What follows belongs to an exercise in optimizing a design on an open flow for small area, a short achievable clock period and few clock cycles; a production flow would make more cautious choices.
For this run, only the layout was checked, not whether the RTL still works.

==> flow/design.v <==
module racebox_decoder (
    input  wire        clk,
    input  wire        rst,
    input  wire        in_valid,
    input  wire [7:0]  in_data,
    output wire        in_ready,
    output wire        frame_valid,
    output wire        ck_error,
    output wire [31:0] itow,
    output wire [15:0] year,
    output wire [7:0]  month,
    output wire [7:0]  day,
    output wire [7:0]  hour,
    output wire [7:0]  minute,
    output wire [7:0]  second,
    output wire [7:0]  validity_flags,
    output wire [31:0] time_accuracy,
    output wire [31:0] nanoseconds,
    output wire [7:0]  fix_status,
    output wire [7:0]  fix_status_flags,
    output wire [7:0]  date_time_flags,
    output wire [7:0]  num_svs,
    output wire [31:0] longitude,
    output wire [31:0] latitude,
    output wire [31:0] wgs_altitude,
    output wire [31:0] msl_altitude,
    output wire [31:0] horizontal_accuracy,
    output wire [31:0] vertical_accuracy,
    output wire [31:0] speed,
    output wire [31:0] heading,
    output wire [31:0] speed_accuracy,
    output wire [31:0] heading_accuracy,
    output wire [15:0] pdop,
    output wire [7:0]  lat_lon_flags,
    output wire [7:0]  battery_status,
    output wire [15:0] gforce_x,
    output wire [15:0] gforce_y,
    output wire [15:0] gforce_z,
    output wire [15:0] rot_rate_x,
    output wire [15:0] rot_rate_y,
    output wire [15:0] rot_rate_z
);
    localparam [7:0] SYNC0 = 8'hB5;
    localparam [7:0] SYNC1 = 8'h62;
    localparam [7:0] CLS_T = 8'hFF;
    localparam [7:0] ID_T  = 8'h01;
    localparam       FRAME = 88;
    reg [8*FRAME-1:0] buf_q;
    reg [6:0]         fill_q;
    wire full = (fill_q == FRAME);
    assign in_ready = !full;
    wire [7:0] b [0:FRAME-1];
    genvar g;
    generate
        for (g = 0; g < FRAME; g = g + 1) begin : g_bytes
            assign b[g] = buf_q[8*g +: 8];
        end
    endgenerate
    wire sync_ok  = (b[0] == SYNC0) && (b[1] == SYNC1);
    wire shape_ok = (b[2] == CLS_T) && (b[3] == ID_T) &&
                    (b[4] == 8'd80) && (b[5] == 8'd0);
    reg [7:0] ck_a, ck_b;
    integer j;
    always @(*) begin
        ck_a = 8'd0;
        ck_b = 8'd0;
        for (j = 2; j < 86; j = j + 1) begin
            ck_a = ck_a + b[j];
            ck_b = ck_b + ck_a;
        end
    end
    wire ck_ok = (ck_a == b[86]) && (ck_b == b[87]);
    wire do_accept = full && sync_ok && shape_ok && ck_ok;
    wire do_ckerr  = full && sync_ok && shape_ok && !ck_ok;
    always @(posedge clk) begin
        if (rst) begin
            fill_q <= 7'd0;
        end else if (full) begin
            if (do_accept) begin
                fill_q <= 7'd0;                         
            end else begin
                buf_q  <= {8'd0, buf_q[8*FRAME-1:8]};   
                fill_q <= FRAME - 1;
            end
        end else if (in_valid) begin
            buf_q[8*fill_q +: 8] <= in_data;
            fill_q <= fill_q + 7'd1;
        end
    end
    assign frame_valid = do_accept;
    assign ck_error    = do_ckerr;
    wire [7:0] p [0:79];
    generate
        for (g = 0; g < 80; g = g + 1) begin : g_payload
            assign p[g] = b[6 + g];
        end
    endgenerate
    assign itow                = {p[3], p[2], p[1], p[0]};
    assign year                = {p[5], p[4]};
    assign month               = p[6];
    assign day                 = p[7];
    assign hour                = p[8];
    assign minute              = p[9];
    assign second              = p[10];
    assign validity_flags      = p[11];
    assign time_accuracy       = {p[15], p[14], p[13], p[12]};
    assign nanoseconds         = {p[19], p[18], p[17], p[16]};
    assign fix_status          = p[20];
    assign fix_status_flags    = p[21];
    assign date_time_flags     = p[22];
    assign num_svs             = p[23];
    assign longitude           = {p[27], p[26], p[25], p[24]};
    assign latitude            = {p[31], p[30], p[29], p[28]};
    assign wgs_altitude        = {p[35], p[34], p[33], p[32]};
    assign msl_altitude        = {p[39], p[38], p[37], p[36]};
    assign horizontal_accuracy = {p[43], p[42], p[41], p[40]};
    assign vertical_accuracy   = {p[47], p[46], p[45], p[44]};
    assign speed               = {p[51], p[50], p[49], p[48]};
    assign heading             = {p[55], p[54], p[53], p[52]};
    assign speed_accuracy      = {p[59], p[58], p[57], p[56]};
    assign heading_accuracy    = {p[63], p[62], p[61], p[60]};
    assign pdop                = {p[65], p[64]};
    assign lat_lon_flags       = p[66];
    assign battery_status      = p[67];
    assign gforce_x            = {p[69], p[68]};
    assign gforce_y            = {p[71], p[70]};
    assign gforce_z            = {p[73], p[72]};
    assign rot_rate_x          = {p[75], p[74]};
    assign rot_rate_y          = {p[77], p[76]};
    assign rot_rate_z          = {p[79], p[78]};
endmodule
==> flow/run.sh <==
#!/bin/bash
# synth_recipe.tcl (not shown) runs the flow's synth.tcl, then flattens the netlist and writes it again
# the make line also repeats each setting of config.mk as NAME=value (left out here)
make -C /OpenROAD-flow-scripts/flow DESIGN_CONFIG=/design/flow/config.mk WORK_HOME=/design/flow/orfs CLKGATE_MAP_FILE= SYNTH_SCRIPT=/design/flow/synth_recipe.tcl finish
==> flow/config.mk <==
export PLATFORM = sky130hd
export DESIGN_NAME = racebox_decoder
export DESIGN_NICKNAME = racebox_decoder
export VERILOG_FILES = /design/flow/design.v
export SDC_FILE = /design/flow/constraint.sdc
export NUM_CORES = 4
export LEC_CHECK = 0
export CAP_MARGIN = 20
export CORE_MARGIN = 2
export CORE_UTILIZATION = 30
export SLEW_MARGIN = 20
==> flow/constraint.sdc <==
create_clock -name core_clock -period 100.0 [get_ports {clk}]
set_input_delay 20.0000 -clock core_clock [delete_from_list [all_inputs] [get_ports {clk}]]
set_output_delay 20.0000 -clock core_clock [all_outputs]
set_load 0.01 [all_outputs]
==> run summary <==
==> state kept, by name (all words and copies together) (netlist names) <==
signal and flops:
fill_q 7, buf_q 704
==> cell type report <==
type,count,area (um2),share of cell area [%]
Multi-Input combinational cell,5445,48000,55.8
Sequential cell,711,21300,24.7
Timing Repair Buffer,703,6930,8.06
Tap cell,3185,3990,4.63
Inverter,710,2670,3.10
Clock buffer,111,2460,2.86
Clock inverter,62,662,0.770
Antenna cell,4,10.0,0.0116
==> cells in the final DEF, fill, tap and decap left out, types with 62 or more instances in the layout <==
master and instances:
nand2_1 901, o21ai_0 801, ha_1 800, mux2i_1 733, inv_1 710, edfxtp_1 704
clkdlybuf4s50_1 645, fa_1 550, xnor2_1 345, xor2_1 343, a21o_1 241, a21oi_1 238
clkbuf_16 96, nand3_1 87, nor2b_1 62
==> cells by family after synthesis <==
group	share of synthesized area (%)
buffers and inverters	4.99
DFF	29.2
AOI/OAI and AO/OA	10.9
xor gates and xnor gates	8.76
adders and majority gates	28.8
and+or+nand+nor	7.22
muxes	10.1
==> worst min path at each step <==
stage	depth (start not counted)	from	slack, ps	end
2_1_floorplan	2	buf_q[14]	540	buf_q[6]
3_3_place_gp	2	buf_q[14]	570	buf_q[6]
3_5_place_dp	2	buf_q[13]	590	buf_q[5]
4_1_cts	2	buf_q[14]	590	buf_q[6]
5_1_grt	2	buf_q[13]	630	buf_q[5]
6_report	2	buf_q[14]	600	buf_q[6]
==> routing by layer <==
| metal | share of wire (%) | wire, um |
|---|---|---|
| met3 | 7.0 | 19800 |
| met5 | 0 | 0 |
| met4 | 3.6 | 10200 |
| met2 | 45 | 128000 |
| met1 | 44 | 127000 |
==> critical path: cells and delay by family (launching register included) <==
kind / cells / cell delay (ps)
adder cells (fa/ha/maj): 94 / 31170
AO/OA/AOI/OAI: 6 / 1450
AND/OR/NAND/NOR: 4 / 440
flip-flops: 1 / 480
buffers and inverters: 2 / 770
XOR/XNOR: 91 / 25450
==> per-stage QoR <==
stage          cell area [um2]  utilization, %
2_1_floorplan            72900               -
3_3_place_gp             82900            34.4
3_5_place_dp             82900            34.4
4_1_cts                  86000            35.7
5_1_grt                  86000            35.7
6_report                 86000            35.7
==> run summary <==
Slowest-stage cell, CP=clkdlybuf4s50_1; initial antenna violation count=2; Worst-path clk slew=60 ps; crit path DAT=between 60000 and 70000 ps; clk root buf=clkbuf_16; async set-reset flop share out of synthesis=0%; clock tree sinks=just over 700; Final Setup Violations=0; FF-to-FF End=buf_q[384]; YS warnings=1; most common cell type on the critical path=ha_1; Syn Nets=between 8k and 9k; crit-path max cell delay=approximately 700 ps; R2R depth=200; row count=180; max_slew headroom=a little under a fifth; crit share post-route=slightly above 80%; Layout Nets=between 9k and 10k; Final Slew Violations=0; Setup CP Type=reg2out; worst slack, placed=20290 ps; Hold Crit Class=reg2reg; Tmin final=80580 ps; Fill cells=about 24k; fmax=roughly 12 MHz; GR Layer Usage met1=31.1%; setup_tns=0 ps; fin cells=10.9k; drt pass-1 iters=6; Netlist cell types=56; total die area=247000 um2; RSZ-0062 raised after global routing=no; Slew @ Worst Pin=around 1200 ps; grt met3 use=under 10%; Die H=between 400 and 500 um; Starting Density=a little under a third; clock latency on the worst-skew pair=between 700 and 800 ps; routing usage on met2=between 30% and 40%; top-count cell post-synth=nand2_1; Post-CTS Setup Inserts=0; CTS Buf Count=94; Die Span X=roughly 500 um; Cells after DPL=about 11k; Final ANT Viol Nets=0; Mapped Area=about 73000 um2; Hold Slack=between 500 and 600 ps; maximum root-to-sink buffer count=3; Fin. Hold Viols=0; Synth top cells by count=nand2_1, o21ai_0, ha_1, mux2i_1, inv_1; dpl hpwl=approximately 230 mm; Ports=654; worst r2r src=buf_q[16]; Avg Vias per Cell=approximately 5.1; Yosys reg bits=between 700 and 800; routed len/inst=around 26 um; crit path to=ck_error; via count=between 50k and 60k; final setup skew=~52 ps; top cells by area, synth=edfxtp_1, fa_1, ha_1; status=finished clean; Yosys top cell area share=a little under 30%; post-CTS sizing=0; largest net degree at the start of global routing=approximately 240; hold buffers post-CTS=0; share of layout cells above drive strength 1=just under 3%; Layout area overhead=18.0%; H-tree depth=3; first-pass GRT wire length=approximately 410 mm; DRC=0; sequential-to-total area share from yosys stat=29.2%; CTS tree=built; gr busiest metal=met2; buffers added on ports=approximately 650; max cap viols=0; post-route setup slack=between 15000 and 20000 ps; Syn Inst Count=approximately 7.1k; Worst Setup End Kind=output pin; All-Layer GR Usage=22.5%; Crit. Startpoint=buf_q[16]; syn avg cell area=10.2 um2; initial DRC count=between 5k and 6k; Worst EP required=roughly 80000 ps; vias in the first global route=56.6k; Post-synth EDFFs=approximately 700; gpl congestion=approximately 0.92; CP Launch Type=flop; largest area contributor in the netlist=edfxtp_1; dominant synthesized flop cell=edfxtp_1; Core Area=241000 um2; Reg2Reg Setup Slack=roughly 37000 ps; maximum fanout along the worst path=6; drt total wl=roughly 280 mm; grt total ovfl=0

[static timing again, ports no longer ideal]
No port has a modelled driver above. Below, the same layout with a new extraction and two added sets of constraints.
Step 1 (the two cells are an assumption about what drives the block):
set clk [get_ports {clk}]
set_driving_cell -lib_cell sky130_fd_sc_hd__clkbuf_16 $clk
set_driving_cell -lib_cell sky130_fd_sc_hd__buf_2 [delete_from_list [all_inputs] $clk]
Step 2 also shifts input and output timing later by t, the mid clock arrival at the registers, as if the neighbouring blocks saw the same clock.
Three values: no drivers, after step 1, after step 2; two values: the first two.
t, ns: 0.840
setup slack, ns: 19.417 / 19.336 / 20.176
worst register clock-pin slew, ns: 0.07 / 0.07
After both steps setup and hold are still met in this run. For this run, drivers alone change the setup slack by -0.081 ns; drivers and shift together by +0.759 ns.
